Context: an optimization exercise on an open-source flow, tuned for small area, a short achievable clock period and few clock cycles. The choices shown serve that exercise and are no tape-out recipe.
Only simulation tests tie the RTL to the original design; equivalence was not proved.
Power figures rest on the tool's default switching activity, not on a simulated workload.

--- design.v ---
module tbpm_rxdec (
    input  wire        clk,
    input  wire        rst,
    input  wire        cfg_we,
    input  wire [7:0]  cfg_pct,
    input  wire [15:0] cfg_floor,
    input  wire [1:0]  cfg_reg_len,
    input  wire        cfg_reg0,
    input  wire        cfg_reg1,
    input  wire        in_valid,
    output wire        in_ready,
    input  wire [31:0] in_data,
    input  wire        in_last,
    output wire        out_valid,
    input  wire        out_ready,
    output wire        rl_ok,
    output wire [3:0]  rl_cause,
    output wire [31:0] rl_word,
    output wire        fw_ok,
    output wire [3:0]  fw_cause,
    output wire [31:0] fw_word,
    output wire        dsp_ok,
    output wire [1:0]  dsp_tried,
    output wire [31:0] dsp_word
);
    reg [6:0]  tol_pct;
    reg [15:0] tol_floor;
    reg [1:0]  reg_len;
    reg        reg0, reg1;
    always @(posedge clk) begin
        if (rst) begin
            tol_pct   <= 7'd25;
            tol_floor <= 16'd10;
            reg_len   <= 2'd0;
            reg0      <= 1'b0;
            reg1      <= 1'b0;
        end else if (cfg_we && cfg_pct <= 8'd100 && cfg_reg_len <= 2'd2) begin
            tol_pct   <= cfg_pct[6:0];
            tol_floor <= cfg_floor;
            reg_len   <= cfg_reg_len;
            reg0      <= cfg_reg0;
            reg1      <= cfg_reg1;
        end
    end
    reg        r_v;            
    reg        r_last;
    reg        r_s;            
    reg        r_u;            
    reg [16:0] r_d;            
    reg        rdy;            
    reg        done;           
    reg [7:0]  n_ent;          
    wire keep    = !n_ent[7];
    wire odd     = n_ent[0];
    wire needfsm = (odd && keep) || r_last;
    wire stall   = r_v && done && needfsm;
    wire absorb  = r_v && !stall;
    wire fin     = absorb && r_last;
    wire take    = in_valid && rdy;
    always @(posedge clk) begin
        if (!stall) begin
            r_last <= in_last;
            r_s    <= in_data[31];
            r_u    <= (in_data[31:17] == 15'd0) || (in_data[31:17] == 15'h7fff);
            r_d    <= in_data[16:0];
        end
    end
    wire       r_v_nx    = !rst && (stall || take);
    wire       r_last_nx = stall ? r_last : in_last;
    wire [7:0] n_nx      = (rst || fin) ? 8'd0 : (absorb && keep) ? n_ent + 8'd1 : n_ent;
    wire       done_nx   = !rst && (fin || (done && !out_ready));
    wire       rdy_nx    = !(r_v_nx && done_nx && ((n_nx[0] && !n_nx[7]) || r_last_nx));
    reg j0;
    always @(posedge clk) begin
        r_v   <= r_v_nx;
        n_ent <= n_nx;
        j0    <= (n_nx[6:1] == 6'd0);
        done  <= done_nx;
        rdy   <= rdy_nx;
    end
    assign in_ready  = rdy;
    assign out_valid = done;
    wire [16:0] x = r_d ^ {17{r_s}};
    function lt18(input [17:0] a, input [17:0] b);
        integer i;
        reg l;
        begin
            l = 1'b0;
            for (i = 0; i < 18; i = i + 1)
                l = (!a[i] && b[i]) || ((!a[i] || b[i]) && l);
            lt18 = l;
        end
    endfunction
    function top18(input [17:0] a, input [17:0] b, input c);
        integer i;
        reg l;
        begin
            l = c;
            for (i = 0; i < 17; i = i + 1)
                l = (a[i] && b[i]) || ((a[i] || b[i]) && l);
            top18 = a[17] ^ b[17] ^ l;
        end
    endfunction
    function [35:0] csa18(input [17:0] a, input [17:0] b, input [17:0] c, input cin);
        reg [17:0] s, k;
        begin
            s = a ^ b ^ c;
            k = (a & b) | (a & c) | (b & c);
            csa18 = {k[16:0], cin, s};
        end
    endfunction
    wire [12:0] ta = j0 ? (odd ? {1'b0, tol_pct, 5'd0} : {tol_pct, 6'd0}) : {2'd0, tol_pct, 4'd0};
    wire [12:0] tb = j0 ? (odd ? {4'd0, tol_pct, 2'd0} : {5'd0, tol_pct, 1'b0}) : {6'd0, tol_pct};
    wire [17:0] nea = j0 ? (odd ? -18'sd2800 : -18'sd6200) : -18'sd1700;
    wire [17:0] da  = {1'b0, x} + nea + {17'd0, r_s};
    wire [16:0] va  = da[16:0] ^ {17{da[17]}};
    wire [35:0] la1 = csa18({5'd0, ta}, j0 ? {5'h1f, ~tb} : {5'd0, tb}, {2'd0, tol_floor}, j0);
    wire [35:0] la2 = csa18(la1[17:0], la1[35:18], {1'b0, ~va}, 1'b0);
    wire        in_a = top18(la2[17:0], la2[35:18], !da[17]);
    wire [17:0] db  = {1'b0, x} - 18'd550 + {17'd0, r_s};
    wire [16:0] vb  = db[16:0] ^ {17{db[17]}};
    wire [35:0] lb1 = csa18({9'd0, tol_pct, 2'd0}, {11'd0, tol_pct}, {12'd0, tol_pct[6:1]}, 1'b0);
    wire [35:0] lb2 = csa18(lb1[17:0], lb1[35:18], {2'd0, tol_floor}, 1'b0);
    wire [35:0] lb3 = csa18(lb2[17:0], lb2[35:18], {1'b0, ~vb}, 1'b0);
    wire        in_b = top18(lb3[17:0], lb3[35:18], !db[17] || tol_pct[0]);
    wire x_nz     = (r_d != 17'd0);
    wire is_mark  = !r_s && r_u && x_nz;
    wire is_space =  r_s && r_u;
    reg        m_hit;
    reg        m_rl;           
    reg [14:0] m_val;
    always @(posedge clk) begin
        if (absorb && !odd) begin
            m_hit  <= is_mark && (j0 ? in_a : in_b);
            m_rl   <= is_mark && (r_d[16:15] == 2'b00);
            m_val  <= r_d[14:0];
        end
    end
    wire fw_pre  = odd && m_hit && is_space && in_a;
    wire fw_one  = fw_pre;
    wire fw_zero = odd && m_hit && is_space && in_b;
    wire        rl_sig = odd && m_rl && is_space && (x[16:15] == 2'b00);
    wire [15:0] wsum   = {1'b0, m_val} + {1'b0, x[14:0]};      
    wire ge1 = !lt18({2'd0, wsum}, 18'd1562);
    wire ge2 = !lt18({2'd0, wsum}, 18'd4687);
    wire ge3 = !lt18({2'd0, wsum}, 18'd7812);
    wire ge4 = !lt18({2'd0, wsum}, 18'd10937);
    wire ge5 = !lt18({2'd0, wsum}, 18'd14062);
    wire ge6 = !lt18({2'd0, wsum}, 18'd17187);
    wire c_zero  = rl_sig && ge1 && !ge2;
    wire c_same  = rl_sig && ge2 && !ge3;
    wire c_one   = rl_sig && ge3 && !ge4;
    wire c_stop  = rl_sig && ge4 && !ge5;
    wire c_start = rl_sig && ge5 && !ge6;
    wire pev = absorb && ((odd && keep) || (n_ent == 8'd0 && r_last));
    wire p0  = pev && j0;
    wire [5:0] pidx = n_ent[6:1];
    reg [4:0]  rl_c;
    reg [15:0] rl_sh;
    reg [7:0]  rl_rep;
    reg        rl_repnz;
    reg [7:0]  rl_src, rl_cmd;
    reg        rl_long;        
    wire rl_bit = c_one || (c_same && rl_sh[0]);
    wire rl_idle = (rl_c == 5'd0);
    wire rl_stp  = (rl_c == 5'd18);
    wire rl_fin  = pev && !p0 && rl_stp && c_stop;
    always @(posedge clk) begin
        if (pev)
            rl_sh <= {rl_sh[14:0], rl_bit};
    end
    always @(posedge clk) begin
        if (pev) begin
            if (p0 || rl_idle)
                rl_c <= c_start ? 5'd1 : 5'd0;
            else if (!rl_stp && (c_zero || c_one || c_same))
                rl_c <= rl_c + 5'd1;
            else
                rl_c <= 5'd0;
        end
    end
    always @(posedge clk) begin
        if (rl_fin) begin
            rl_src <= rl_sh[15:8];
            rl_cmd <= rl_sh[7:0];
        end
    end
    wire [7:0] rep_nx   = p0 ? 8'd0 : (rl_fin && rl_rep != 8'hff) ? rl_rep + 8'd1 : rl_rep;
    wire       repnz_nx = p0 ? 1'b0 : (rl_repnz || rl_fin);
    wire       long_nx  = p0 ? 1'b0 : (rl_long || (absorb && n_ent == 8'd41));
    always @(posedge clk) begin
        rl_rep   <= rep_nx;
        rl_repnz <= repnz_nx;
        rl_long  <= long_nx;
    end
    reg        fw_stop;
    reg [2:0]  fw_cause_q;
    reg        fw_bad;
    reg [15:0] fw_p;
    localparam [14:0] FW_HDR = 15'h2008;
    wire fw_sym  = fw_one || fw_zero;
    wire fw_hexp = FW_HDR[4'd15 - pidx[3:0]];
    wire fw_hmis = fw_one ^ fw_hexp;
    wire fw_cmis = fw_one ^ fw_p[15] ^ fw_p[7];
    wire in_hdr  = (pidx <= 6'd15);
    wire in_chk  = (pidx >= 6'd32);
    reg        fw_stop_nx;
    reg [2:0]  fw_cause_nx;
    reg        fw_bad_nx;
    always @(*) begin
        fw_stop_nx  = fw_stop;
        fw_cause_nx = fw_cause_q;
        fw_bad_nx   = fw_bad;
        if (p0) begin
            fw_stop_nx  = !fw_pre;
            fw_cause_nx = fw_pre ? 3'd4 : 3'd2;
            fw_bad_nx   = 1'b0;
        end else if (pev && !fw_stop) begin
            if (!fw_sym) begin
                fw_stop_nx = 1'b1;
            end else if (in_hdr) begin
                if (pidx == 6'd15) begin
                    if (fw_bad || fw_hmis) begin
                        fw_stop_nx  = 1'b1;
                        fw_cause_nx = 3'd5;
                    end
                end else begin
                    fw_bad_nx = fw_bad || fw_hmis;
                end
            end else if (in_chk) begin
                if (pidx == 6'd39) begin
                    fw_stop_nx  = 1'b1;
                    fw_cause_nx = (fw_bad || fw_cmis) ? 3'd6 : 3'd0;
                end else begin
                    fw_bad_nx = fw_bad || fw_cmis;
                end
            end
        end
    end
    always @(posedge clk) begin
        fw_stop    <= fw_stop_nx;
        fw_cause_q <= fw_cause_nx;
        fw_bad     <= fw_bad_nx;
        if (pev && !in_hdr && pidx <= 6'd39)
            fw_p <= {fw_p[14:0], in_chk ? fw_p[15] : fw_one};
    end
    wire rl_ok_nx  = long_nx && repnz_nx;
    wire fw_ok_nx  = (fw_cause_nx == 3'd0);
    wire ok0_nx    = reg0 ? fw_ok_nx : rl_ok_nx;
    wire ok1_nx    = reg1 ? fw_ok_nx : rl_ok_nx;
    wire take0_nx  = (reg_len != 2'd0) && ok0_nx;
    wire take1_nx  = !take0_nx && (reg_len == 2'd2) && ok1_nx;
    reg rl_ok_q, fw_ok_q, sel_rl, sel_fw;
    reg [1:0] tried_q;
    always @(posedge clk) begin
        rl_ok_q <= rl_ok_nx;
        fw_ok_q <= fw_ok_nx;
        sel_rl  <= (take0_nx && !reg0) || (take1_nx && !reg1);
        sel_fw  <= (take0_nx &&  reg0) || (take1_nx &&  reg1);
        tried_q <= take0_nx ? 2'd1 : reg_len;
    end
    wire [23:0] rl_f = {rl_rep, rl_cmd, rl_src};
    wire [31:0] fw_f = {8'd1, fw_p[15:8], 4'd0, fw_p[3:0], 4'd0, fw_p[7:4]};
    assign rl_ok     = rl_ok_q;
    assign rl_cause  = {1'b0, {2{rl_long && !rl_repnz}}, !rl_ok_q};
    assign rl_word   = {8'd0, rl_f & {24{rl_ok_q}}};
    assign fw_ok     = fw_ok_q;
    assign fw_cause  = {1'b0, fw_cause_q};
    assign fw_word   = fw_f & {32{fw_ok_q}};
    assign dsp_ok    = sel_rl || sel_fw;
    assign dsp_tried = tried_q;
    assign dsp_word  = ({8'd0, rl_f} & {32{sel_rl}}) | (fw_f & {32{sel_fw}});
endmodule
--- flow/run.sh ---
#!/bin/bash
# Standard layout, with plain buf_1 cells as the port buffers; the timing
# repair steps may resize across footprints and aim for 26.65 ns of setup slack.
set -euo pipefail
export BUFFER_PORTS_ARGS="-buffer_cell sky130_fd_sc_hd__buf_1"
bash standard.sh MATCH_CELL_FOOTPRINT=0 SETUP_SLACK_MARGIN=26.65 finish > standard_flow.log 2>&1
--- standard.sh ---
#!/bin/bash
# synth_recipe.tcl (not shown) runs the flow's synth.tcl, then flattens the netlist and writes it again
# the make line also repeats each setting of config.mk as NAME=value (left out here)
make -C /OpenROAD-flow-scripts/flow DESIGN_CONFIG=/design/flow/config.mk WORK_HOME=/design/flow/orfs CLKGATE_MAP_FILE= SYNTH_SCRIPT=/design/flow/synth_recipe.tcl "${@:-finish}"
--- config.mk ---
export PLATFORM = sky130hd
export DESIGN_NAME = tbpm_rxdec
export DESIGN_NICKNAME = tbpm_rxdec
export VERILOG_FILES = /design/flow/design.v
export SDC_FILE = /design/flow/constraint.sdc
export NUM_CORES = 4
export LEC_CHECK = 0
export ABC_AREA = 1
export CAP_MARGIN = 50
export CORE_MARGIN = 2
export CORE_UTILIZATION = 40
export CTS_BUF_LIST = sky130_fd_sc_hd__clkbuf_8
export SLEW_MARGIN = 70
--- constraint.sdc ---
create_clock -name core_clock -period 35.0 [get_ports {clk}]
set_input_delay 7.0000 -clock core_clock [delete_from_list [all_inputs] [get_ports {clk}]]
set_output_delay 7.0000 -clock core_clock [all_outputs]
set_load 0.01 [all_outputs]
==> impl_results.md, run 1 <==
* Min-Delay Path Class: reg2reg
* Netlist cell types at 61
* Clk Latency, worst-skew pair at 0.47 ns
* Synth Area per Inst at 8.04 sq um
* Clk_skew at 0.0187 ns
* Lkg Pwr at 5.87 nW
* Top Ports at 177
* H-Tree Depth at 4
* Final setup fails at 0
* Number of port buffers at 144
* Synth Flop Type: edfxtp_1
* Reg2reg setup slack at 29.08 ns
* Pwr Density at 42.8 mW/mm^2
* DP Wirelength at 19,900 um
* Pre-CTS worst setup slack at 26.51 ns
* Met1 GRT Util at 23.3%
* Final wirelength at 25,500 um
* Final antenna-violating net count at 0
* Largest cells by area after synthesis: edfxtp_1 (24%), dfxtp_1 (11%), inv_1 (9.2%)
* Maximum root-to-sink buffer count at 2
* Most frequent cells in the layout: inv_1 (274), nand2_1 (269), buf_1 (126), edfxtp_1 (90), nor2_1 (79)
* Crit Path Category: reg2out
* Fmax at 120 MHz
* Initial Util at 40.9%
* Clock sink total at 150
* Number of global-route vias before repair at 8,472
* Max VDD drop at 0.0000221 V
* RSZ-0062 raised after global routing: true
* Grt met3 use at 2.98%
* Mapped Cells at 1,377
* Synth Warn # at 1
* Layout cells sized above 1 at 9.95%
* Sequential area share after synthesis at 35.3%
* GPL Wtd Cong at 0.876
* Post-route setup slack at 26.67 ns
* Layout Nets at 1,682
* Worst Path Required at 28.00 ns
* Max_cap viols at 0
* Root Buffer: clkbuf_8
* Via count at 9,021
* DRC errors left at 0
* CTS buffer count at 17
* Violation count after the first detailed-route iteration at 431
* Ys async rst share at 0%
* CTS tree: yes
* First-pass GRT wire length at 41,600 um
* Synthesized flop and latch total at 150
* Hold buffers post-CTS at 0
* WL/cell at 13.6 um
* Drt pass-1 iters at 4
* Setup_tns at 0 ns
* DIE AREA at 0.0290 sq mm
* Total power at 0.532 mW
* CP endpoint kind: output port
* Worst EP arrival at 1.33 ns
* # rows at 60
* Overall Global Routing Usage at 18.1%
* Post-synth top area share at 24.4%
* Area growth, synth to finish at 12.4%
* Worst R2R End: sel_rl
* Reg clk slew, reported paths at 0.09 ns
* Final Max Slew Viols at 0
* Final worst-path cycle share at 23.8%
* Critical path origin: sel_rl
* Status: timing/DRC/antenna clean
* Most Crowded Layer GR: met2
* Commonest non-fill, non-tap cell in the layout: inv_1
* Die Ht at 170 um
* Startpoint types: flop
* Largest net degree at the start of global routing at 37
* Mapped cell area at 0.0111 sq mm
* Antenna Cells at 0
* Initial antenna violation count at 0
* Met2 GRT Util at 32.0%
* Cell taking the most area after synthesis: edfxtp_1
* Worst Hold Launch: rl_sh[14]
* Core box area at 0.0270 sq mm
* CP Max Fanout at 8
* Clock period minus worst slack at 8.33 ns
* Reg2Reg Launch Point: r_s
* Critical path destination: dsp_word[23]
* Chip Width at 170 um
* Grt ovf at 0
* R2r worst-path depth at 51
* DR vias/cell at 4.80
* Post-synth EDFFs at 90
* Hold Vio Cnt, Final at 0
==> worst min-delay path by stage <==
stage | to | cells past startpoint | slack [ns]
2_1_floorplan | rl_src[7] | 0 | 0.40
3_3_place_gp | rl_src[7] | 0 | 0.41
3_5_place_dp | rl_src[7] | 0 | 0.43
4_1_cts | rl_sh[15] | 0 | 0.45
5_1_grt | rl_sh[15] | 0 | 0.46
6_report | rl_sh[15] | 0 | 0.45
==> registers in the layout (all words and copies together), names as in the netlist, 8 cells and up <==
signal	cells
n_ent	8
rl_src	8
rl_cmd	8
m_val	15
rl_sh	16
fw_p	16
rl_rep	8
tol_floor	16
r_d	17
==> stage by stage <==
step                      area, sq um  instances  hold slack (ns)  util, %
after CTS                       12300       1875            0.455     45.6
final                           12400       1878            0.451     46.0
after detailed placement        11900       1840            0.427     44.0
after floorplan                 11200       1408            0.400        -
after global routing            12400       1878            0.465     46.0
after global placement          11800       1839            0.405     43.8
==> power breakdown <==
| part | switching [mW] | internal (mW) |
|---|---|---|
| registers | 0.00663 | 0.192 |
| clock network | 0.0750 | 0.0603 |
| logic | 0.121 | 0.0769 |
==> repair_timing <==
action / 4_1_cts / 5_1_grt
gates cloned: 0 / 1
setup buffers: 3 / 2
resized for setup: 11 / 32
endpoints found under the setup margin: 20 / 46
pin swaps: 0 / 8
==> critical path, cell delays in order (launching register included) <==
cell and delay [ns]:
dfxtp_4 0.40, inv_1 0.13, o21ai_1 0.17, clkbuf_2 0.16
==> routing by layer <==
| metal | wire length [um] | vias up |
|---|---|---|
| li1 | - | 4632 |
| met1 | 11900 | 4156 |
| met2 | 12500 | 215 |
| met3 | 915 | 18 |
| met4 | 249 | 0 |
| met5 | 0 | - |
==> cell families (layout without fill, tap and decap cells) <==
logic type / count (synthesis) / count (layout) / share of synthesized area (%)
compound gates: 203 / 203 / 10.9
other cells: 1 / 32 / 0.0339
flops: 150 / 150 / 35.3
buf+inv: 346 / 475 / 13.2
xor+xnor: 83 / 83 / 7.11
fa+ha+maj: 92 / 92 / 13.3
simple gates: 502 / 502 / 20.2
==> layout make-up <==
| cell class | count | area [sq um] |
|---|---|---|
| well taps | 341 | 427 |
| flip-flops and latches | 150 | 3930 |
| multi-input cells | 912 | 5910 |
| fillers | 2711 | 14600 |
| inverters | 283 | 1060 |
| clock inverters | 14 | 140 |
| repair buffers | 160 | 727 |
| clock buffers | 18 | 248 |
==> cells in the mapped netlist, types with 14 or more instances <==
library cell	count
nor2_1	79
fa_1	42
clkbuf_1	23
buf_4	35
nand2_1	270
edfxtp_1	90
nor3_1	14
a21oi_1	60
o21ai_0	73
nand4_1	18
ha_1	50
inv_1	272
xnor2_1	22
xor2_1	56
nand2_2	15
nand3_1	57
dfxtp_1	60
Testbench counts, summed over its fixed seeds: cycles 31,890.
==> inputs of run 2 (changes only) <==
==> flow/run.sh (replaced) <==
#!/bin/bash
# Standard layout with two changes:
# - synthesis is ORFS's (flow/my_synth.tcl is synth_recipe.tcl plus an abc
#   wrapper) with the abc mapping script flow/abc_map.script, which is ORFS's
#   speed script with area recovery in &nf (-R 100); registers are untouched;
# - plain buf_1 cells as the port buffers.
set -euo pipefail
export BUFFER_PORTS_ARGS="-buffer_cell sky130_fd_sc_hd__buf_1"
export MY_ABC_SCRIPT="$PWD/flow/abc_map.script"
bash standard.sh SYNTH_SCRIPT="$PWD/flow/my_synth.tcl" finish > standard_flow.log 2>&1
==> flow/abc_map.script (new file) <==
&get -n
&st
&dch
&nf -R 100
&st
&syn2
&if -g -K 6
&synch2
&nf -R 100
&st
&syn2
&if -g -K 6
&synch2
&nf -R 100
&st
&syn2
&if -g -K 6
&synch2
&nf -R 100
&st
&syn2
&if -g -K 6
&synch2
&nf -R 100
&st
&syn2
&if -g -K 6
&synch2
&nf -R 100
&put
buffer -c
topo
stime -c
upsize -c
dnsize -c
==> flow/my_synth.tcl (new file) <==
proc synth {args} { yosys synth -nofsm -noshare {*}$args }
proc abc {args} {
  set i [lsearch -exact $args -script]
  if {$i >= 0 && [info exists ::env(MY_ABC_SCRIPT)]} { lset args [expr {$i + 1}] $::env(MY_ABC_SCRIPT) }
  yosys abc {*}$args
}
source $::env(SCRIPTS_DIR)/synth.tcl
# left out here: clear keep_hierarchy, flatten, clean up, hide names made inside functions, write 1_2_yosys.v
--- a/config.mk
+++ b/config.mk
@@ -7,3 +7,2 @@
 export LEC_CHECK = 0
-export ABC_AREA = 1
 export CAP_MARGIN = 50
==> run 2 against run 1 <==
Non-clock buffer count is 3 lower. Maximum frequency is 0.42% lower. Clock power is 8% higher. Worst setup slack worse by 0.035 ns. Largest power group unchanged. Via count is 6.0% lower.
==> impl_results.md, run 2 <==
* Status: timing/DRC/antenna clean
* Setup_tns at 0 ns
* PostCTS Resize Cnt at 0
* Hold buffers post-CTS at 0
* Worst Path Required at 28.00 ns
* Mux share of post-synthesis cell area at 3.13%
* Max VDD drop at 0.0000230 V
* First-pass GRT wire length at 41,600 um
* Pwr Density at 43.2 mW/mm^2
* Critical-path cell list: a22o_1, buf_1
* Synth Warn # at 1
* Clk_skew at 0.0239 ns
* Post-route setup slack at 26.64 ns
* H-Tree Depth at 4
* Mapped cell area at 0.0110 sq mm
* Compound-cell area share of the yosys netlist at 13.5%
* Clock period minus worst slack at 8.36 ns
* Pre-CTS worst setup slack at 26.42 ns
* Post-Synth Simple-Gate Area at 17.2%
* Hold path depth at 0
* Overall Global Routing Usage at 18.4%
* Most frequent cells in the layout: buf_1 (144), nor2_1 (121), edfxtp_1 (90), inv_1 (86), nand2_1 (67)
* Post-Layout Cell Count at 1,647
* Critical path origin: sel_fw
* Top cells by count, synth: nor2_1 (122), edfxtp_1 (90), inv_1 (86)
* Hold WS at 0.430 ns
* Post-synthesis adder-cell area fraction at 14.1%
* Largest family of logic cells by synthesized area: simple AND/OR/NAND/NOR gates
* CP max stage delay at 0.54 ns
* Commonest non-fill, non-tap cell in the layout: buf_1
* Worst EP arrival at 1.36 ns
* Min-Delay Path Class: reg2reg
* Final antenna-violating net count at 0
* R2r worst-path depth at 28
* Startpoint types: flop
* CTS tree: yes
* Fin util at 46.0%
* Netlist cell types at 87
* Core box area at 0.0270 sq mm
* Critical path's slowest cell: dfxtp_2
* Hold Vio Cnt, Final at 0
* Reg clk slew, reported paths at 0.10 ns
* Final setup fails at 0
* Mapped Cells at 1,161
* Fmax at 120 MHz
* Synth Area in XOR/XNOR at 9.54%
* Maximum root-to-sink buffer count at 2
* CP Max Fanout at 18
* Grt ovf at 0
* Clock sink total at 150
* Area growth, synth to finish at 12.8%
* Violation count after the first detailed-route iteration at 476
* Largest cells by area after synthesis: edfxtp_1 (25%), dfxtp_1 (11%), fa_1 (7.7%)
* Cell taking the most area after synthesis: edfxtp_1
* WL/cell at 15.8 um
* Biggest register: r_d
* Root Buffer: clkbuf_8
* Layout cells sized above 1 at 9.11%
* Number of global-route vias before repair at 7,864
* DR vias/cell at 5.15
* Worst Hold Launch: rl_sh[15]
* DP Wirelength at 19,900 um
* Clk Latency, worst-skew pair at 0.48 ns
* Initial Util at 40.7%
* Top Ports at 177
* Synth Area per Inst at 9.46 sq um
* Sequential area share after synthesis at 35.6%
* Layout Nets at 1,451
* Via count at 8,482
* Max reg flops at 17
* DRC errors left at 0
* Post-synth EDFFs at 90
* Initial antenna violation count at 0
* Number of port buffers at 144
* CP endpoint kind: output port
* Chip Width at 170 um
* Reg2Reg Launch Point: n_ent[0]
* Placed cell count at 1,614
* Drt pass-1 iters at 5
* Ys async rst share at 0%
* DIE AREA at 0.0288 sq mm
* RSZ-0062 raised after global routing: false
* Setup Fix Bufs, Post-CTS at 0
* GPL Wtd Cong at 0.881
* Synthesized flop and latch total at 150
* Crit Path Category: reg2out
* Max_cap viols at 0
* Most common cell in the netlist: nor2_1
* Reg2reg setup slack at 27.88 ns
* Post-synth top area share at 24.6%
* Die Ht at 170 um
* Final Max Slew Viols at 0
* # rows at 60
* Lkg Pwr at 4.73 nW
* Largest net degree at the start of global routing at 39
* Final wirelength at 25,900 um
* Hold endpoint: rl_src[7]
* CTS buffer count at 17
* Final worst-path cycle share at 23.9%
* Antenna Cells at 0
* Worst R2R End: sel_rl
* Synth Flop Type: edfxtp_1
==> run 2: changes by cell type after synthesis, sizes merged, moves of 9 or more <==
cell	delta
o211ai	-9
inv	-191
and2	+51
a31oi	+14
nand3	-38
xnor2	+48
nand2b	+15
o21ai	-32
mux2i	+31
nor2	+37
nand2	-222
nor2b	+17
xor2	-20
==> run 2: worst max path at each step <==
stage | end | slack, ns | cells past startpoint
6_report | dsp_word[23] | 26.64 | 2
2_1_floorplan | reg0 | 25.84 | 7
5_1_grt | rl_word[23] | 26.52 | 3
3_3_place_gp | j0 | 26.49 | 6
3_5_place_dp | j0 | 26.42 | 6
4_1_cts | dsp_word[0] | 26.50 | 2
==> run 2: area by class of cell <==
cell class                 instances  area, sq um
clock inverter                    15          194
tap                              341          427
fill                            2584        14600
inverter                          90          338
timing repair buffer             157          648
sequential                       150         3920
clock buffer                      17          234
multi-input combinational        877         6630
==> run 2: per-layer routing <==
metal  wire length, um  track usage (%)  vias to the layer above
met3              1090             2.64                       29
li1                  -                -                     4244
met2             12300             30.8                      241
met5                 0                0                        -
met4               454             5.31                        0
met1             12100             24.7                     3968
==> run 2: worst max-delay path: cells and delay by family, from the launching register on <==
kind	cells	cell delay (ns)
compound gates	1	0.19
buf+inv	1	0.15
flops	1	0.54
==> run 2: metrics by stage <==
step	total power [mW]	cell area (sq um)
4_1_cts	0.535	12300
3_5_place_dp	0.387	11800
2_1_floorplan	0.347	11100
5_1_grt	0.574	12400
3_3_place_gp	0.383	11700
6_report	0.535	12400
==> run 2: logic make-up after synthesis <==
kind of cell | count (synthesis)
buffers and inverters | 165
adder cells (fa/ha/maj) | 100
AO/OA/AOI/OAI | 221
AND/OR/NAND/NOR | 379
flip-flops | 150
XOR/XNOR | 111
multiplexers | 34
other | 1
==> run 2: power by group <==
part | total, mW | switching, mW | internal [mW]
sequential | 0.199 | 0.00656 | 0.192
clock | 0.146 | 0.0836 | 0.0619
combinational | 0.191 | 0.109 | 0.0819
total | 0.535 | 0.200 | 0.336
==> inputs of run 3 (changes only) <==
--- a/flow/run.sh
+++ b/flow/run.sh
@@ -4,3 +4,3 @@
 #   wrapper) with the abc mapping script flow/abc_map.script, which is ORFS's
-#   speed script with area recovery in &nf (-R 100); registers are untouched;
+#   speed script with area recovery in &nf (-R 100 -p); registers are untouched;
 # - plain buf_1 cells as the port buffers.
==> flow/abc_map.script (replaced) <==
&get -n
&st
&dch
&nf -R 100 -p
&st
&syn2
&if -g -K 6
&synch2
&nf -R 100 -p
&st
&syn2
&if -g -K 6
&synch2
&nf -R 100 -p
&st
&syn2
&if -g -K 6
&synch2
&nf -R 100 -p
&st
&syn2
&if -g -K 6
&synch2
&nf -R 100 -p
&st
&syn2
&if -g -K 6
&synch2
&nf -R 100 -p
&put
buffer -c
topo
stime -c
upsize -c
dnsize -c
==> run 3 against run 2 <==
Routed wire length rose by 0.40%. Synthesized cell count shrank 0.78%. Sequential cell count did not move. Largest cell class unchanged. Still clean on timing, DRC and antenna. Critical endpoint is now rl_word[1]. Sequential power is essentially flat. Non-clock buffer count stayed put. Critical path depth stayed put. Cell count shrank 0.43%.
==> impl_results.md, run 3 <==
* Max reg flops at 17
* Final worst-path cycle share at 23.8%
* Fmax at 120 MHz
* Largest family of logic cells by synthesized area: simple AND/OR/NAND/NOR gates
* Compound-cell area share of the yosys netlist at 13.4%
* Number of global-route vias before repair at 7,871
* Max_cap viols at 0
* Hold Vio Cnt, Final at 0
* Critical-path cell list: and2_1, buf_1
* DR vias/cell at 5.15
* Mapped Cells at 1,152
* Clk Latency, worst-skew pair at 0.46 ns
* Min-Delay Path Class: reg2reg
* Post-synth EDFFs at 90
* Placed instance area at 0.0119 sq mm
* Synth Area in XOR/XNOR at 9.75%
* Biggest register: r_d
* Largest net degree at the start of global routing at 40
* Ys async rst share at 0%
* Violation count after the first detailed-route iteration at 528
* CP endpoint kind: output port
* CP Max Fanout at 25
* Synthesized flop and latch total at 150
* CP max stage delay at 0.55 ns
* H-Tree Depth at 4
* DP Wirelength at 20,300 um
* Via count at 8,449
* Mapped cell area at 0.0111 sq mm
* Netlist cell types at 93
* First-pass GRT wire length at 41,200 um
* Most common cell in the netlist: nor2_1
* Final Max Slew Viols at 0
* Top cells by count, synth: nor2_1 (116), edfxtp_1 (90), inv_1 (81)
* Crit Path Category: reg2out
* Sequential area share after synthesis at 35.3%
* Mux share of post-synthesis cell area at 3.11%
* Max VDD drop at 0.0000240 V
* Most frequent cells in the layout: buf_1 (144), nor2_1 (115), edfxtp_1 (90), inv_1 (81), nand2_1 (67)
* Drt pass-1 iters at 5
* Startpoint types: flop
* Post-synth top area share at 24.5%
* Initial Util at 40.9%
* Die Ht at 170 um
* Hold buffers post-CTS at 0
* Final antenna-violating net count at 0
* Commonest non-fill, non-tap cell in the layout: buf_1
* Critical path's slowest cell: dfxtp_2
* Overall Global Routing Usage at 18.1%
* DIE AREA at 0.0290 sq mm
* Final wirelength at 26,000 um
* Setup_tns at 0 ns
* Lkg Pwr at 4.68 nW
* Antenna Cells at 0
* Cell taking the most area after synthesis: edfxtp_1
* Clk_skew at 0.0246 ns
* RSZ-0062 raised after global routing: false
* PostCTS Resize Cnt at 0
* Clock sink total at 150
* Reg clk slew, reported paths at 0.11 ns
* Final setup fails at 0
* Worst EP arrival at 1.34 ns
* Placed cell count at 1,608
* Post-synthesis adder-cell area fraction at 14.0%
* Design area at 0.0124 sq mm
* # rows at 60
* GPL Wtd Cong at 0.858
* WL/cell at 15.9 um
* Maximum root-to-sink buffer count at 2
* DRC errors left at 0
* CTS buffer count at 17
* Status: timing/DRC/antenna clean
* Pre-CTS worst setup slack at 26.42 ns
* Post-Synth Simple-Gate Area at 17.5%
* Core box area at 0.0270 sq mm
* Largest cells by area after synthesis: edfxtp_1 (24%), dfxtp_1 (11%), fa_1 (7.6%)
* Fill cell count at 2,588
* Number of port buffers at 144
* Pwr Density at 42.8 mW/mm^2
* Top Ports at 177
* Initial antenna violation count at 0
* Area growth, synth to finish at 12.3%
* Chip Width at 170 um
* Layout Nets at 1,444
* Grt ovf at 0
* Worst Path Required at 28.00 ns
* Setup Fix Bufs, Post-CTS at 0
* Synth Flop Type: edfxtp_1
* Synth Area per Inst at 9.59 sq um
* Post-route setup slack at 26.66 ns
* Synth Warn # at 1
* Clock period minus worst slack at 8.34 ns
* Post-Layout Cell Count at 1,640
* CTS tree: yes
* Layout cells sized above 1 at 9.47%
* Root Buffer: clkbuf_8
* Total power at 0.531 mW
==> run 3: cell count changes after synthesis, sizes merged, moves of 4 or more <==
cell | previous run | this run
nor2b | 17 | 23
clkbuf | 31 | 27
a21oi | 64 | 56
nor2 | 125 | 120
inv | 89 | 83
nor3 | 24 | 28
==> run 3: cell families after synthesis <==
| group | count (synthesis) |
|---|---|
| buffers and inverters | 157 |
| adder cells (fa/ha/maj) | 100 |
| XOR/XNOR | 111 |
| multiplexers | 34 |
| AND/OR/NAND/NOR | 381 |
| flip-flops | 150 |
| AO/OA/AOI/OAI | 218 |
| other | 1 |
==> run 3: critical path: cells and delay by family (launching register included) <==
kind | cells | cell delay (ns)
AND/OR/NAND/NOR | 1 | 0.19
flip-flops | 1 | 0.55
buffers and inverters | 1 | 0.16
==> run 3: through the flow <==
stage,hold slack (ns),util [%]
4_1_cts,0.448,45.7
3_5_place_dp,0.413,44.1
3_3_place_gp,0.413,43.6
6_report,0.441,45.9
2_1_floorplan,0.400,-
5_1_grt,0.453,45.9
==> run 3: metal layers <==
metal	part of all wire [%]	up-vias	GRT usage [%]
li1	-	4225	-
met1	47	3964	24.3
met2	47	243	30.5
met3	5.0	17	3.07
met4	1.1	0	4.50
met5	0	-	0
==> run 3: worst paths after layout <==
check	startpoint	to	slack [ns]	cells past startpoint
hold / removal	rl_sh[15]	rl_src[7]	0.44	0
setup / recovery	rl_ok_q	rl_word[1]	26.66	2
hold reg to reg	rl_sh[15]	rl_src[7]	0.44	0
setup reg to reg	r_s	sel_rl	28.05	27
==> run 3: power by group <==
part | total, mW | internal [mW] | switching, mW
Sequential | 0.199 | 0.192 | 0.00668
Combinational | 0.193 | 0.0835 | 0.109
Clock | 0.140 | 0.0561 | 0.0839
Total | 0.531 | 0.332 | 0.200
==> run 3: final cells by class <==
cell class	instances	area, sq um	area share, %
Sequential cell	150	3920	31.5
Multi-Input combinational cell	876	6670	53.8
Timing Repair Buffer	157	657	5.29
Clock buffer	17	234	1.89
Tap cell	341	427	3.44
Clock inverter	15	191	1.54
Inverter	84	315	2.54
==> inputs of run 4 (changes only) <==
==> flow/run.sh (replaced) <==
#!/bin/bash
# Standard layout with two changes:
# - synthesis is ORFS's (flow/my_synth.tcl is synth_recipe.tcl plus an abc
#   wrapper) with the abc mapping script flow/abc_map.script, which is ORFS's
#   speed script with area recovery in &nf (-R 100); registers are untouched;
# - plain buf_1 cells as the port buffers;
# - timing repair may resize across footprints and aims for 26.65 ns of slack.
set -euo pipefail
export BUFFER_PORTS_ARGS="-buffer_cell sky130_fd_sc_hd__buf_1"
export MY_ABC_SCRIPT="$PWD/flow/abc_map.script"
bash standard.sh SYNTH_SCRIPT="$PWD/flow/my_synth.tcl" MATCH_CELL_FOOTPRINT=0 SETUP_SLACK_MARGIN=26.65 finish > standard_flow.log 2>&1
==> flow/abc_map.script (replaced) <==
&get -n
&st
&dch
&nf -R 100
&st
&syn2
&if -g -K 6
&synch2
&nf -R 100
&st
&syn2
&if -g -K 6
&synch2
&nf -R 100
&st
&syn2
&if -g -K 6
&synch2
&nf -R 100
&st
&syn2
&if -g -K 6
&synch2
&nf -R 100
&st
&syn2
&if -g -K 6
&synch2
&nf -R 100
&put
buffer -c
topo
stime -c
upsize -c
dnsize -c
==> run 4 against run 3 <==
Sequential share of layout area decreased by 0.18 points. Core utilization increased by 0.48 points. Sequential cell count unchanged. Register-to-register slack got worse by 0.20 ns. Critical path depth increased by 2. Die area decreased by 0.63%. Non-clock buffer count increased by 2. Worst hold slack improved by 0.0041 ns. Highest routed layer unchanged.
==> impl_results.md, run 4 <==
* DP Wirelength at 19,800 um
* Pwr Density at 42.3 mW/mm^2
* Number of port buffers at 144
* Hold buffers post-CTS at 0
* Crit Path Category: reg2out
* Synth Flop Type: edfxtp_1
* H-Tree Depth at 4
* Chip Width at 170 um
* Total power at 0.529 mW
* CP endpoint kind: output port
* Status: timing/DRC/antenna clean
* Largest cells by area after synthesis: edfxtp_1 (25%), dfxtp_1 (11%), fa_1 (7.7%)
* Max_cap viols at 0
* Mapped Cells at 1,161
* Grt ovf at 0
* Core box area at 0.0270 sq mm
* Layout cells sized above 1 at 10.6%
* Mapped cell area at 0.0110 sq mm
* Clock period minus worst slack at 8.35 ns
* Reg clk slew, reported paths at 0.11 ns
* Die Ht at 170 um
* Wire length on met1 at 12,200 um
* DIE AREA at 0.0288 sq mm
* Hold WS at 0.445 ns
* Violation count after the first detailed-route iteration at 507
* Layout Nets at 1,453
* Worst EP arrival at 1.35 ns
* Startpoint types: flop
* Synth Area per Inst at 9.46 sq um
* Fill cell count at 2,569
* Critical path origin: sel_rl
* Top cells by count, synth: nor2_1 (122), edfxtp_1 (90), inv_1 (86)
* Most common cell in the netlist: nor2_1
* Final setup fails at 0
* RSZ-0062 raised after global routing: true
* Lkg Pwr at 4.81 nW
* Drt pass-1 iters at 6
* Sequential area share after synthesis at 35.6%
* Final antenna-violating net count at 0
* WL/cell at 15.9 um
* Synthesized flop and latch total at 150
* Metal3 WL at 1170 um
* Final worst-path cycle share at 23.9%
* Biggest register: r_d
* Clock sink total at 150
* GPL Wtd Cong at 0.897
* Area taken by multi-input logic gates at 0.00664 sq mm
* Fmax at 120 MHz
* Initial Util at 40.7%
* Synth Warn # at 1
* Final wirelength at 26,200 um
* Maximum root-to-sink buffer count at 2
* Reg2Reg Launch Point: n_ent[0]
* Highest routed layer: met4
* Top Ports at 177
* DRC errors left at 0
* Antenna Cells at 0
* First-pass GRT wire length at 42,100 um
* DR vias/cell at 5.17
* Netlist cell types at 87
* Final Max Slew Viols at 0
* Worst Path Required at 28.00 ns
* Root Buffer: clkbuf_8
* Largest net degree at the start of global routing at 39
* Worst Hold Launch: rl_sh[15]
* Post-synth EDFFs at 90
* Post-synth top area share at 24.6%
* Area growth, synth to finish at 13.9%
* Number of global-route vias before repair at 8,088
* R2r worst-path depth at 28
* Cell taking the most area after synthesis: edfxtp_1
* CTS buffer count at 17
* Max reg flops at 17
* Clk Latency, worst-skew pair at 0.47 ns
* Met2 Wirelength at 12,300 um
* CP Max Fanout at 7
* Initial antenna violation count at 0
* Clk_skew at 0.0190 ns
* CTS tree: yes
* Hold path depth at 0
* Pre-CTS worst setup slack at 26.42 ns
* Most frequent cells in the layout: buf_1 (127), nor2_1 (121), edfxtp_1 (90), inv_1 (86), nand2_1 (67)
* # rows at 60
* Via count at 8,520
* Commonest non-fill, non-tap cell in the layout: buf_1
* Post-Layout Cell Count at 1,649
* Placed cell count at 1,613
* FF+latch area at 0.00392 sq mm
* Min-Delay Path Class: reg2reg
* Hold Vio Cnt, Final at 0
* Overall Global Routing Usage at 18.4%
* Ys async rst share at 0%
* Setup_tns at 0 ns
* Post-route setup slack at 26.65 ns
* Max VDD drop at 0.0000236 V
[run 4: cell types whose count changed after synthesis, moves of 4 or more]
cell / change
nor2b_1: -6
a21oi_1: +11
or2_1: +4
nand2b_1: +4
nor2_1: +6
clkbuf_1: +4
nor3_1: -4
inv_1: +5
[run 4: layer usage]
metal	GRT usage, %	vias up
li1	-	4242
met1	24.8	4009
met2	30.7	234
met3	2.85	35
met4	5.54	0
met5	0	-
[run 4: area by class of cell]
cell class              instances  area share [%]
well taps                     341            3.41
repair buffers                159            6.05
flip-flops and latches        150            31.4
clock inverters                15            1.51
inverters                      90            2.70
clock buffers                  17            1.87
multi-input cells             877            53.1
[run 4: timing repair]
item	CTS	global route
setup endpoints to repair	65	27
pin swaps	0	3
gates resized for setup	4	41
buffers inserted	0	3
[run 4: through the flow]
| step | utilization [%] | instance area, sq um |
|---|---|---|
| final | 46.4 | 12500 |
| after global routing | 46.4 | 12500 |
| after CTS | 45.5 | 12300 |
| after detailed placement | 43.9 | 11800 |
| after global placement | 43.5 | 11700 |
| after floorplan | - | 11100 |
[run 4: cell families (layout without fill, tap and decap cells)]
group	Yosys count	after routing	synth area share, %
AND/OR/NAND/NOR	379	379	17.2
AO/OA/AOI/OAI	221	221	13.5
buffers and inverters	165	281	7.01
flip-flops	150	150	35.6
XOR/XNOR	111	111	9.54
adder cells (fa/ha/maj)	100	100	14.1
multiplexers	34	34	3.13
other	1	32	0.0342
[run 4: worst paths after layout]
| check | to | slack (ns) |
|---|---|---|
| hold / removal | rl_src[7] | 0.45 |
| hold reg to reg | rl_src[7] | 0.45 |
| setup / recovery | dsp_word[13] | 26.65 |
| setup reg to reg | sel_rl | 27.85 |
[run 4: worst max-delay path: stages (launching register included)]
cell,delay (ns)
dfxtp_4,0.37
buf_8,0.14
buf_12,0.13
and2_4,0.15
buf_6,0.11
[run 4: where the power goes]
group | internal, mW | switching, mW | total (mW)
registers | 0.192 | 0.00678 | 0.199
clock network | 0.0561 | 0.0868 | 0.143
logic | 0.0802 | 0.107 | 0.188
==> inputs of run 5 (changes only) <==
--- a/flow/run.sh
+++ b/flow/run.sh
@@ -6,3 +6,3 @@
 # - plain buf_1 cells as the port buffers;
-# - timing repair may resize across footprints and aims for 26.65 ns of slack.
+# - timing repair may resize across footprints and aims for 26.9 ns of slack.
 set -euo pipefail
@@ -10,2 +10,2 @@
 export MY_ABC_SCRIPT="$PWD/flow/abc_map.script"
-bash standard.sh SYNTH_SCRIPT="$PWD/flow/my_synth.tcl" MATCH_CELL_FOOTPRINT=0 SETUP_SLACK_MARGIN=26.65 finish > standard_flow.log 2>&1
+bash standard.sh SYNTH_SCRIPT="$PWD/flow/my_synth.tcl" MATCH_CELL_FOOTPRINT=0 SETUP_SLACK_MARGIN=26.9 finish > standard_flow.log 2>&1
==> run 5 against run 4 <==
Still clean on timing, DRC and antenna. First-iteration DRC count fell by 2.2%. Count of clock-buffer cells in the layout unchanged. Synthesized cell count stayed put. Cell count grew 1.6%. Via count increased by 3.2%. Worst setup slack better by 0.016 ns. Critical endpoint is now dsp_word[8]. Highest routed layer unchanged.
==> impl_results.md, run 5 <==
* Status: timing/DRC/antenna clean
* Grt ovf at 0
* Worst Path Required at 28.00 ns
* Post-synth top area share at 24.6%
* Final wirelength at 27,800 um
* Post-route setup slack at 26.66 ns
* Layout cells sized above 1 at 19.9%
* Synth Flop Type: edfxtp_1
* RSZ-0062 raised after global routing: true
* Number of global-route vias before repair at 8,251
* Clock period minus worst slack at 8.34 ns
* H-Tree Depth at 4
* Final worst-path cycle share at 23.8%
* Placed cell count at 1,613
* # rows at 60
* Hold Vio Cnt, Final at 0
* Fmax at 120 MHz
* Reg2reg setup slack at 27.75 ns
* FF+latch area at 0.00394 sq mm
* Fin util at 49.1%
* Clk_skew at 0.0294 ns
* Cell taking the most area after synthesis: edfxtp_1
* Synthesized flop and latch total at 150
* Maximum root-to-sink buffer count at 2
* Reg clk slew, reported paths at 0.11 ns
* Final setup fails at 0
* Max_cap viols at 0
* DRC errors left at 0
* Mapped Cells at 1,161
* Top cells by count, synth: nor2_1 (122), edfxtp_1 (90), inv_1 (86)
* Max VDD drop at 0.0000229 V
* Crit Path Category: reg2out
* Mapped cell area at 0.0110 sq mm
* Clk Latency, worst-skew pair at 0.48 ns
* Top Ports at 177
* Drt pass-1 iters at 5
* Clock sink total at 150
* Root Buffer: clkbuf_8
* GPL Wtd Cong at 0.869
* Synth Area per Inst at 9.46 sq um
* CTS buffer count at 17
* Area taken by multi-input logic gates at 0.00674 sq mm
* Final Max Slew Viols at 0
* DR vias/cell at 5.25
* Worst EP arrival at 1.34 ns
* Largest cells by area after synthesis: edfxtp_1 (25%), dfxtp_1 (11%), fa_1 (7.7%)
* Largest net degree at the start of global routing at 39
* Number of port buffers at 144
* Pwr Density at 40.1 mW/mm^2
* Max reg flops at 17
* Initial antenna violation count at 0
* Chip Width at 170 um
* Fill cell count at 2,482
* Setup_tns at 0 ns
* Pre-CTS worst setup slack at 26.42 ns
* Ys async rst share at 0%
* Met1 GRT Util at 24.7%
* Min-Delay Path Class: reg2reg
* Die Ht at 170 um
* Via count at 8,793
* Most Crowded Layer GR: met2
* Layout Nets at 1,479
* Startpoint types: flop
* Violation count after the first detailed-route iteration at 496
* Area growth, synth to finish at 20.5%
* Biggest register: r_d
* Met2 GRT Util at 32.7%
* Commonest non-fill, non-tap cell in the layout: nor2_1
* Most common cell in the netlist: nor2_1
* Initial Util at 40.7%
* Post-synth EDFFs at 90
* Synth Warn # at 1
* Netlist cell types at 87
* Core box area at 0.0270 sq mm
* CTS tree: yes
* Sequential area share after synthesis at 35.6%
* Final antenna-violating net count at 0
* CP Max Fanout at 12
* Hold buffers post-CTS at 0
* CP endpoint kind: output port
* Hold WS at 0.435 ns
* Overall Global Routing Usage at 19.1%
* DIE AREA at 0.0288 sq mm
* WL/cell at 16.6 um
* First-pass GRT wire length at 43,100 um
* Antenna Cells at 0
* Most frequent cells in the layout: nor2_1 (120), edfxtp_1 (90), inv_1 (85), buf_1 (71), nand2_1 (67)
* DP Wirelength at 20,200 um
* Grt met3 use at 2.75%
* Lkg Pwr at 5.27 nW
* Post-Layout Cell Count at 1,675
[run 5: cell count changes in the layout (fill, tap and decap cells not counted), sizes merged]
cell    delta
clkbuf    +18
buf        +8
[run 5: through the flow]
step / power [mW] / instance area (sq um)
final: 0.530 / 13200
after global routing: 0.566 / 13200
after CTS: 0.531 / 12700
after detailed placement: 0.388 / 11900
after global placement: 0.383 / 11700
after floorplan: 0.348 / 11200
[run 5: what timing repair did]
item | 4_1_cts | 5_1_grt
pin swaps | 6 | 1
endpoints found under the setup margin | 74 | 76
gates cloned | 3 | 1
gates resized for setup | 89 | 153
setup buffers | 19 | 6
[run 5: worst paths after layout]
kind,depth (start not counted),start,end
setup / recovery,3,sel_rl,dsp_word[8]
hold / removal,0,rl_sh[15],rl_src[7]
setup reg to reg,29,n_ent[0],sel_rl
hold reg to reg,0,rl_sh[15],rl_src[7]
[run 5: power by group]
| part | switching (mW) | total [mW] | internal, mW |
|---|---|---|---|
| clock network | 0.0867 | 0.142 | 0.0556 |
| registers | 0.00665 | 0.198 | 0.192 |
| logic | 0.109 | 0.189 | 0.0807 |
[run 5: area by class of cell]
class | instances | share of cell area, %
Clock buffer | 17 | 1.77
Clock inverter | 15 | 1.39
Inverter | 90 | 2.59
Multi-Input combinational cell | 877 | 50.9
Sequential cell | 150 | 29.7
Tap cell | 341 | 3.22
Timing Repair Buffer | 185 | 10.4
[run 5: logic make-up (layout without fill, tap and decap cells)]
group           Yosys count  after routing  share of synthesized area, %
other cells               1             32                        0.0342
fa+ha+maj               100            100                          14.1
flops                   150            150                          35.6
xor+xnor                111            111                          9.54
mux                      34             34                          3.13
buf+inv                 165            307                          7.01
compound gates          221            221                          13.5
simple gates            379            379                          17.2
[run 5: worst max-delay path: stages, from the launching register on]
cell and delay (ns):
dfxtp_4 0.37, buf_8 0.14, a22o_1 0.23, clkbuf_2 0.13
[run 5: metal layers]
metal / vias to the layer above / share of wire [%]
met3: 37 / 4.8
li1: 4305 / -
met5: - / 0
met1: 4182 / 44
met2: 269 / 49
met4: 0 / 2.4
==> inputs of run 6 (changes only) <==
==> flow/run.sh (replaced) <==
#!/bin/bash
# Standard layout with two changes:
# - synthesis is ORFS's (flow/my_synth.tcl is synth_recipe.tcl plus an abc
#   wrapper) with the abc mapping script flow/abc_map.script, an area-oriented
#   script (four &nf -R 1000 -p mapping rounds); registers are untouched;
# - plain buf_1 cells as the port buffers.
set -euo pipefail
export BUFFER_PORTS_ARGS="-buffer_cell sky130_fd_sc_hd__buf_1"
export MY_ABC_SCRIPT="$PWD/flow/abc_map.script"
bash standard.sh SYNTH_SCRIPT="$PWD/flow/my_synth.tcl" finish > standard_flow.log 2>&1
==> flow/abc_map.script (replaced) <==
&get -n
&st
&dch
&nf -R 1000 -p
&st
&syn2
&synch2
&nf -R 1000 -p
&st
&syn2
&synch2
&nf -R 1000 -p
&st
&dch -f
&nf -R 1000 -p
&put
buffer -c
topo
stime -c
upsize -c
dnsize -c
==> run 6 against run 5 <==
Still clean. Critical path depth fell by 1. Combinational power fell by 4%. Core utilization shrank 3.3 points. Maximum frequency fell by 0.36%. Via count down 8.1%. Cell count fell by 4.4%. Count of clock-buffer cells in the layout unchanged. Clock skew fell by 0.016 ns. Design area is 10% lower.
==> impl_results.md, run 6 <==
* Sequential area share after synthesis at 37.1%
* Clock period minus worst slack at 8.37 ns
* Area growth, synth to finish at 13.0%
* Initial Util at 40.5%
* DR vias/cell at 5.05
* Chip Width at 166 um
* Number of port buffers at 144
* Pre-CTS worst setup slack at 26.45 ns
* Reg clk slew, reported paths at 0.09 ns
* Synth Flop Type: edfxtp_1
* Hold buffers post-CTS at 0
* Root Buffer: clkbuf_8
* Grt ovf at 0
* R2r worst-path depth at 43
* Hold path depth at 0
* First-pass GRT wire length at 38,900 um
* Most common cell in the netlist: nand2_1
* Status: timing/DRC/antenna clean
* # rows at 59
* Max_cap viols at 0
* Core box area at 0.0260 sq mm
* Violation count after the first detailed-route iteration at 522
* Via count at 8,081
* Pwr Density at 44.6 mW/mm^2
* Mapped Cells at 1,115
* Die Ht at 166 um
* Top Ports at 177
* Antenna Cells at 0
* Critical path origin: rl_ok_q
* Setup_tns at 0 ns
* Crit Path Category: reg2out
* Most frequent cells in the layout: buf_1 (145), nand2_1 (98), nor2_1 (93), edfxtp_1 (90), inv_1 (84)
* Reg2Reg Launch Point: j0
* Worst R2R End: tried_q[0]
* Max reg flops at 17
* CP endpoint kind: output port
* Maximum root-to-sink buffer count at 2
* Mapped cell area at 0.0105 sq mm
* Fill cell count at 2,528
* Overall Global Routing Usage at 17.2%
* Clk Latency, worst-skew pair at 0.46 ns
* CP Max Fanout at 26
* DIE AREA at 0.0276 sq mm
* Ys async rst share at 0%
* Synth Area per Inst at 9.44 sq um
* Top cells by count, synth: nand2_1 (99), nor2_1 (94), edfxtp_1 (90)
* DRC errors left at 0
* Layout Nets at 1,411
* H-Tree Depth at 4
* Setup Fix Bufs, Post-CTS at 0
* Biggest register: r_d
* Critical path destination: rl_word[0]
* WL/cell at 14.7 um
* Fin util at 45.8%
* Total power at 0.530 mW
* Final wirelength at 23,500 um
* RSZ-0062 raised after global routing: false
* Final worst-path cycle share at 23.9%
* Fmax at 119 MHz
* Lkg Pwr at 4.56 nW
* Netlist cell types at 77
* Synthesized flop and latch total at 150
* PostCTS Resize Cnt at 0
* Post-synth top area share at 25.7%
* Post-route setup slack at 26.63 ns
* Largest cells by area after synthesis: edfxtp_1 (26%), dfxtp_1 (11%), fa_1 (8.0%)
* Synth Warn # at 1
* Final Max Slew Viols at 0
* Cell taking the most area after synthesis: edfxtp_1
* Clk_skew at 0.0138 ns
* Post-synth EDFFs at 90
* Largest net degree at the start of global routing at 35
* Commonest non-fill, non-tap cell in the layout: buf_1
* GPL Wtd Cong at 0.850
* Worst EP arrival at 1.37 ns
* Max VDD drop at 0.0000221 V
* Final setup fails at 0
* Number of global-route vias before repair at 7,652
* DP Wirelength at 18,000 um
* Hold Vio Cnt, Final at 0
* Clock sink total at 150
* Startpoint types: flop
* Reg2reg setup slack at 26.86 ns
* Final antenna-violating net count at 0
* Drt pass-1 iters at 5
* Layout cells sized above 1 at 7.35%
* CTS tree: yes
* Initial antenna violation count at 0
* Min-Delay Path Class: reg2reg
* Worst Path Required at 28.00 ns
* CTS buffer count at 17
## run 6: changes by cell type after synthesis, moves of 6 or more
cell      change
a211o_1       -7
a21oi_1      +14
mux2i_1      -26
nand2_1      +32
nor2_1       -28
o211ai_1      +6
o21ai_0       -9
o22ai_1       +6
## run 6: kinds of logic (layout without fill, tap and decap cells)
kind of cell / Yosys count / count (layout) / synth area share [%]
xor+xnor: 103 / 103 / 8.64
buf+inv: 156 / 276 / 6.96
simple gates: 361 / 361 / 16.9
mux: 5 / 5 / 0.475
other cells: 1 / 32 / 0.0356
flops: 150 / 150 / 37.1
fa+ha+maj: 94 / 94 / 14.1
compound gates: 245 / 245 / 15.8
## run 6: per-layer routing
metal / wire, um / vias to the layer above / global-route usage (%)
met5: 0 / - / 0
met4: 443 / 0 / 5.02
met3: 949 / 31 / 2.69
met2: 11400 / 198 / 29.3
met1: 10700 / 3765 / 22.7
li1: - / 4087 / -
## run 6: where the power goes
group | switching (mW) | leakage (nW) | internal (mW) | total [mW]
Combinational | 0.103 | 2.99 | 0.0778 | 0.181
Clock | 0.0763 | 0.229 | 0.0743 | 0.151
Sequential | 0.00630 | 1.34 | 0.192 | 0.199
Total | 0.186 | 4.56 | 0.344 | 0.530
## run 6: worst min-delay path by stage
stage	startpoint	end
global placement	rl_sh[15]	rl_src[7]
global route	rl_sh[15]	rl_src[7]
detailed placement	rl_sh[15]	rl_src[7]
floorplan	rl_sh[15]	rl_src[7]
finish	rl_sh[15]	rl_src[7]
CTS	rl_sh[15]	rl_src[7]
## run 6: per-stage QoR
step,hold slack (ns),std cells,instance area [sq um]
after global routing,0.449,1601,11900
after global placement,0.403,1565,11300
after floorplan,0.400,1146,10600
after CTS,0.428,1601,11900
after detailed placement,0.405,1569,11400
final,0.427,1601,11900
## run 6: cell type report
type | count | area [sq um] | share of cell area, %
Clock inverter | 15 | 210 | 1.77
Inverter | 86 | 325 | 2.74
Sequential cell | 150 | 3910 | 32.9
Timing Repair Buffer | 158 | 646 | 5.43
Tap cell | 335 | 419 | 3.52
Multi-Input combinational cell | 840 | 6150 | 51.7
Clock buffer | 17 | 234 | 1.97
## run 6: worst max-delay path, cell delays in order (launching register included)
cell and delay [ns]:
dfxtp_2 0.55, and2_1 0.20, buf_1 0.15
==> inputs of run 7 (changes only) <==
--- a/flow/run.sh
+++ b/flow/run.sh
@@ -4,3 +4,3 @@
 #   wrapper) with the abc mapping script flow/abc_map.script, an area-oriented
-#   script (four &nf -R 1000 -p mapping rounds); registers are untouched;
+#   script (one &nf -R 1000 -p mapping round); registers are untouched;
 # - plain buf_1 cells as the port buffers.
==> flow/abc_map.script (replaced) <==
&get -n
&st
&dch
&nf -R 1000 -p
&put
buffer -c
topo
stime -c
upsize -c
dnsize -c
==> run 7 against run 6 <==
Sequential cell count did not move. Worst setup slack got worse by 1.1 ns. Via count shrank 3.0%. Sequential power about the same.
==> impl_results.md, run 7 <==
* Critical path origin: j0
* Startpoint types: flop
* Hold buffers post-CTS at 0
* Total power at 0.511 mW
* Grt ovf at 0
* Critical path destination: sel_fw
* Sequential area share after synthesis at 38.3%
* Antenna Cells at 0
* CP max stage delay at 0.48 ns
* PostCTS Resize Cnt at 0
* Reg2reg setup slack at 25.50 ns
* Pwr Density at 44.5 mW/mm^2
* Die Ht at 164 um
* Final antenna-violating net count at 0
* Critical path depth in cells at 47
* Clock period minus worst slack at 9.50 ns
* Critical path's slowest cell: or4b_1
* CTS tree: yes
* Final wirelength at 22,700 um
* Post-synth top area share at 26.5%
* Hold Vio Cnt, Final at 0
* Layout Nets at 1,376
* Worst R2R End: sel_fw
* CP endpoint kind: flop
* Fmax at 105 MHz
* DR vias/cell at 5.02
* Synth Area per Inst at 9.48 sq um
* Fill cell count at 2,490
* Post-route setup slack at 25.50 ns
* Most common cell in the netlist: nor2_1
* Crit Path Category: reg2reg
* Mapped Cells at 1,074
* First-pass GRT wire length at 37,200 um
* Design area at 0.0115 sq mm
* R2r worst-path depth at 47
* Top cells by count, synth: nor2_1 (105), edfxtp_1 (90), nand2_1 (83)
* Worst Path Required at 35.39 ns
* Setup_tns at 0 ns
* Biggest register: r_d
* CP delay by family, top: compound AO/OA/AOI/OAI gates
* Worst EP arrival at 9.90 ns
* Number of global-route vias before repair at 7,419
* Clk_skew at 0.0155 ns
* DP Wirelength at 17,600 um
* Synthesized flop and latch total at 150
* Post-synth EDFFs at 90
* Cell taking the most area after synthesis: edfxtp_1
* Setup Fix Bufs, Post-CTS at 0
* Layout cells sized above 1 at 7.64%
* Overall Global Routing Usage at 17.5%
* DRC errors left at 0
* Netlist cell types at 66
* Initial antenna violation count at 0
* RSZ-0062 raised after global routing: false
* CTS buffer count at 17
* Area growth, synth to finish at 12.9%
* Reg clk slew, reported paths at 0.10 ns
* Largest net degree at the start of global routing at 37
* Via count at 7,836
* Largest cells by area after synthesis: edfxtp_1 (27%), dfxtp_1 (12%), fa_1 (8.3%)
* Min-Delay Path Class: reg2reg
* Final setup fails at 0
* CP Buf/Inv Count at 6
* Final worst-path cycle share at 27.2%
* Drt pass-1 iters at 5
* # rows at 58
* Core box area at 0.0251 sq mm
* Most frequent cells in the layout: buf_1 (144), nor2_1 (103), edfxtp_1 (90), nand2_1 (83), inv_1 (80)
* Pre-CTS worst setup slack at 25.37 ns
* CP most frequent cell: o21ai_1
* Number of port buffers at 144
* Root Buffer: clkbuf_8
* Top Ports at 177
* Maximum root-to-sink buffer count at 2
* Fin util at 45.8%
* Placed instance area at 0.0111 sq mm
* Final Max Slew Viols at 0
* Synth Flop Type: edfxtp_1
* DIE AREA at 0.0268 sq mm
* Max VDD drop at 0.0000230 V
* WL/cell at 14.5 um
* CP Max Fanout at 34
* Lkg Pwr at 4.46 nW
* Mapped cell area at 0.0102 sq mm
* Reg2Reg Launch Point: j0
* Violation count after the first detailed-route iteration at 308
* Clock sink total at 150
* Clk Latency, worst-skew pair at 0.47 ns
* Commonest non-fill, non-tap cell in the layout: buf_1
* Status: timing/DRC/antenna clean
* Ys async rst share at 0%
* Synth Warn # at 1
* Initial Util at 40.6%
* Max reg flops at 17
* Chip Width at 164 um
* H-Tree Depth at 4
* GPL Wtd Cong at 0.859
* Max_cap viols at 0
==> run 7: cell types whose count changed after synthesis, moves of 5 or more <==
cell,previous run,this run
a211oi_1,10,17
o21bai_1,9,3
maj3_1,2,10
nor4_1,4,12
nand2_1,99,83
nor2_1,94,105
nor3_1,20,33
a21oi_1,78,64
clkbuf_1,29,24
mux2i_1,5,0
o211ai_1,9,2
o21a_1,8,3
==> run 7: cell type report <==
type                            instances  area, sq um  share of cell area, %
Sequential cell                       150         3910                   34.0
Timing Repair Buffer                  160          658                   5.73
Inverter                               83          314                   2.73
Clock inverter                         14          114                  0.991
Tap cell                              330          413                   3.59
Clock buffer                           18          248                   2.16
Multi-Input combinational cell        806         5830                   50.8
==> run 7: cell families (layout without fill, tap and decap cells) <==
kind of cell,Yosys count,after routing,synth area share (%)
DFF,150,150,38.3
buffers and inverters,149,275,6.89
other,1,32,0.0368
xor gates and xnor gates,104,104,9.20
AOI/OAI and AO/OA,199,199,12.4
adders and majority gates,102,102,15.4
and+or+nand+nor,368,368,17.6
muxes,1,1,0.111
==> run 7: worst min-delay path by stage <==
| stage | startpoint | endpoint | slack [ns] | depth (start not counted) |
|---|---|---|---|---|
| floorplan | rl_sh[15] | rl_src[7] | 0.40 | 0 |
| global placement | rl_sh[15] | rl_src[7] | 0.40 | 0 |
| detailed placement | rl_sh[15] | rl_src[7] | 0.41 | 0 |
| CTS | rl_sh[15] | rl_src[7] | 0.43 | 0 |
| global route | rl_sh[15] | rl_src[7] | 0.44 | 0 |
| finish | rl_sh[15] | rl_src[7] | 0.43 | 0 |
==> run 7: metal layers <==
metal	routed length [um]	track usage, %
met1	10300	22.4
met2	11100	30.6
met3	902	2.82
met4	396	5.18
met5	0	0
==> run 7: metrics by stage <==
| stage | hold WS [ns] | std cells |
|---|---|---|
| 2_1_floorplan | 0.400 | 1105 |
| 3_3_place_gp | 0.401 | 1523 |
| 3_5_place_dp | 0.407 | 1528 |
| 4_1_cts | 0.432 | 1560 |
| 5_1_grt | 0.440 | 1561 |
| 6_report | 0.429 | 1561 |
==> run 7: power breakdown <==
group | switching (mW) | leakage (nW) | internal [mW]
combinational | 0.104 | 2.92 | 0.0795
sequential | 0.00727 | 1.35 | 0.193
clock | 0.0742 | 0.190 | 0.0529
==> run 7: worst reg2reg max path, delay by kind of cell, from the launching register on <==
kind / cells / cell delay [ns]
AO/OA/AOI/OAI: 21 / 2.89
AND/OR/NAND/NOR: 12 / 2.43
flip-flops: 1 / 0.32
XOR/XNOR: 2 / 0.38
adder cells (fa/ha/maj): 6 / 2.23
buffers and inverters: 6 / 1.16
==> inputs of run 8 (changes only) <==
--- a/flow/run.sh
+++ b/flow/run.sh
@@ -4,3 +4,3 @@
 #   wrapper) with the abc mapping script flow/abc_map.script, an area-oriented
-#   script (one &nf -R 1000 -p mapping round); registers are untouched;
+#   script (three &nf -R 1000 -p mapping rounds, no resizing); registers are untouched;
 # - plain buf_1 cells as the port buffers.
==> flow/abc_map.script (replaced) <==
&get -n
&st
&dch
&nf -R 1000 -p
&st
&syn2
&synch2
&nf -R 1000 -p
&st
&dch -f
&nf -R 1000 -p
&put
==> run 8 against run 7 <==
Cell count increased by 0.32%. Via count increased by 0.17%. Largest power group unchanged. Still clean. Sequential power about the same. Sequential cell count unchanged. Die area decreased by 1.1%. First-iteration DRC count increased by 42%. Clock power increased by 11%. Worst hold slack improved by 0.012 ns. Non-clock buffer count decreased by 2. Sequential share of layout area decreased by 0.34 points.
==> impl_results.md, run 8 <==
* Biggest register: r_d
* Post-synthesis adder-cell area fraction at 15.0%
* Fill cell count at 2,496
* Critical path destination: dsp_word[19]
* Min-Delay Path Class: reg2reg
* Worst R2R End: tried_q[0]
* Reg clk slew, reported paths at 0.10 ns
* Metal3 WL at 825 um
* DP Wirelength at 17,500 um
* Mapped Cells at 1,050
* Clock period minus worst slack at 8.43 ns
* Die Ht at 163 um
* Highest routed layer: met4
* Layout Nets at 1,381
* H-Tree Depth at 4
* Worst Path Required at 28.00 ns
* Hold buffers post-CTS at 0
* Final worst-path cycle share at 24.1%
* Top cells by count, synth: nand2_1 (100), edfxtp_1 (90), clkinv_1 (84)
* Drt pass-1 iters at 4
* Critical path origin: sel_fw
* CTS buffer count at 17
* Post-Layout Cell Count at 1,566
* Max_cap viols at 0
* CP endpoint kind: output port
* Cell taking the most area after synthesis: edfxtp_1
* Final antenna-violating net count at 0
* Ys async rst share at 0%
* Post-synth top area share at 26.8%
* Critical path's slowest cell: dfxtp_2
* Wire length on met1 at 10,700 um
* Reg2reg setup slack at 26.92 ns
* Largest net degree at the start of global routing at 36
* Most frequent cells in the layout: buf_1 (145), nand2_1 (99), edfxtp_1 (90), clkinv_1 (83)
* Post-synth EDFFs at 90
* Core box area at 0.0250 sq mm
* Post-route setup slack at 26.57 ns
* Most common cell in the netlist: nand2_1
* Critical-path cell list: a22o_1, buf_1
* Maximum root-to-sink buffer count at 2
* Layout cells sized above 1 at 5.66%
* First-pass GRT wire length at 37,000 um
* Mux share of post-synthesis cell area at 0.311%
* Final wirelength at 22,800 um
* Number of global-route vias before repair at 7,409
* Commonest non-fill, non-tap cell in the layout: buf_1
* Synth Area per Inst at 9.59 sq um
* Clk_skew at 0.0236 ns
* DRC errors left at 0
* Fin util at 46.5%
* Compound-cell area share of the yosys netlist at 15.0%
* CP max stage delay at 0.58 ns
* Pwr Density at 43.4 mW/mm^2
* Initial Util at 40.4%
* Grt ovf at 0
* R2r worst-path depth at 41
* Setup_tns at 0 ns
* Number of port buffers at 144
* Largest cells by area after synthesis: edfxtp_1 (27%), dfxtp_1 (12%), fa_1 (8.3%)
* RSZ-0062 raised after global routing: false
* CTS tree: yes
* Largest family of logic cells by synthesized area: simple AND/OR/NAND/NOR gates
* Max VDD drop at 0.0000173 V
* Met2 Wirelength at 11,000 um
* Pre-CTS worst setup slack at 26.42 ns
* Lkg Pwr at 4.16 nW
* Placed cell count at 1,533
* Area growth, synth to finish at 15.2%
* DR vias/cell at 5.01
* Status: timing/DRC/antenna clean
* Overall Global Routing Usage at 17.6%
-- run 8: changes by cell type in the layout (fill, tap and decap cells not counted), sizes merged, moves of 6 or more --
cell    delta
clkinv    +88
nand2     +17
nor4       -6
nor2      -23
a21oi     +18
inv       -85
xor2      +14
maj3       -6
nor3      -16
xnor2     -12
a211oi     -6
-- run 8: kinds of logic after synthesis --
kind of cell	Yosys count
AOI/OAI and AO/OA	241
buffers and inverters	119
other	1
adders and majority gates	96
DFF	150
muxes	3
xor gates and xnor gates	106
and+or+nand+nor	334
-- run 8: cell type report --
cell class                 count  area [sq um]  area share (%)
multi-input combinational    812          5880            50.7
timing repair buffer         158           652            5.62
tap                          330           413            3.56
sequential                   150          3910            33.7
clock inverter                15           196            1.69
inverter                      84           317            2.73
clock buffer                  17           234            2.02
-- run 8: worst max-delay path, delay by kind of cell (launching register included) --
| family | cells | cell delay [ns] |
|---|---|---|
| buf+inv | 1 | 0.16 |
| compound gates | 1 | 0.21 |
| flops | 1 | 0.58 |
-- run 8: metal layers --
layer,vias up,GRT usage [%]
met1,3675,23.0
met3,17,2.60
met2,176,30.3
li1,3981,-
met5,-,0
met4,0,5.11
-- run 8: through the flow --
stage | power [mW] | hold slack (ns) | instance area [sq um]
2_1_floorplan | 0.330 | 0.400 | 10200
3_3_place_gp | 0.359 | 0.407 | 11000
3_5_place_dp | 0.363 | 0.419 | 11100
4_1_cts | 0.507 | 0.443 | 11500
5_1_grt | 0.538 | 0.466 | 11600
6_report | 0.503 | 0.440 | 11600
-- run 8: power breakdown --
part | leakage, nW | switching, mW | internal, mW
sequential | 1.35 | 0.00614 | 0.192
combinational | 2.60 | 0.0934 | 0.0710
clock | 0.213 | 0.0846 | 0.0559
total | 4.16 | 0.184 | 0.319
-- run 8: worst min path at each step --
stage                endpoint       from  slack [ns]  cells after the start
global placement    rl_src[7]  rl_sh[15]        0.41                      0
global route        rl_src[7]  rl_sh[15]        0.47                      0
CTS                 rl_src[7]  rl_sh[15]        0.44                      0
detailed placement  rl_src[7]  rl_sh[15]        0.42                      0
finish              rl_src[7]  rl_sh[15]        0.44                      0
floorplan           rl_src[7]  rl_sh[15]        0.40                      0
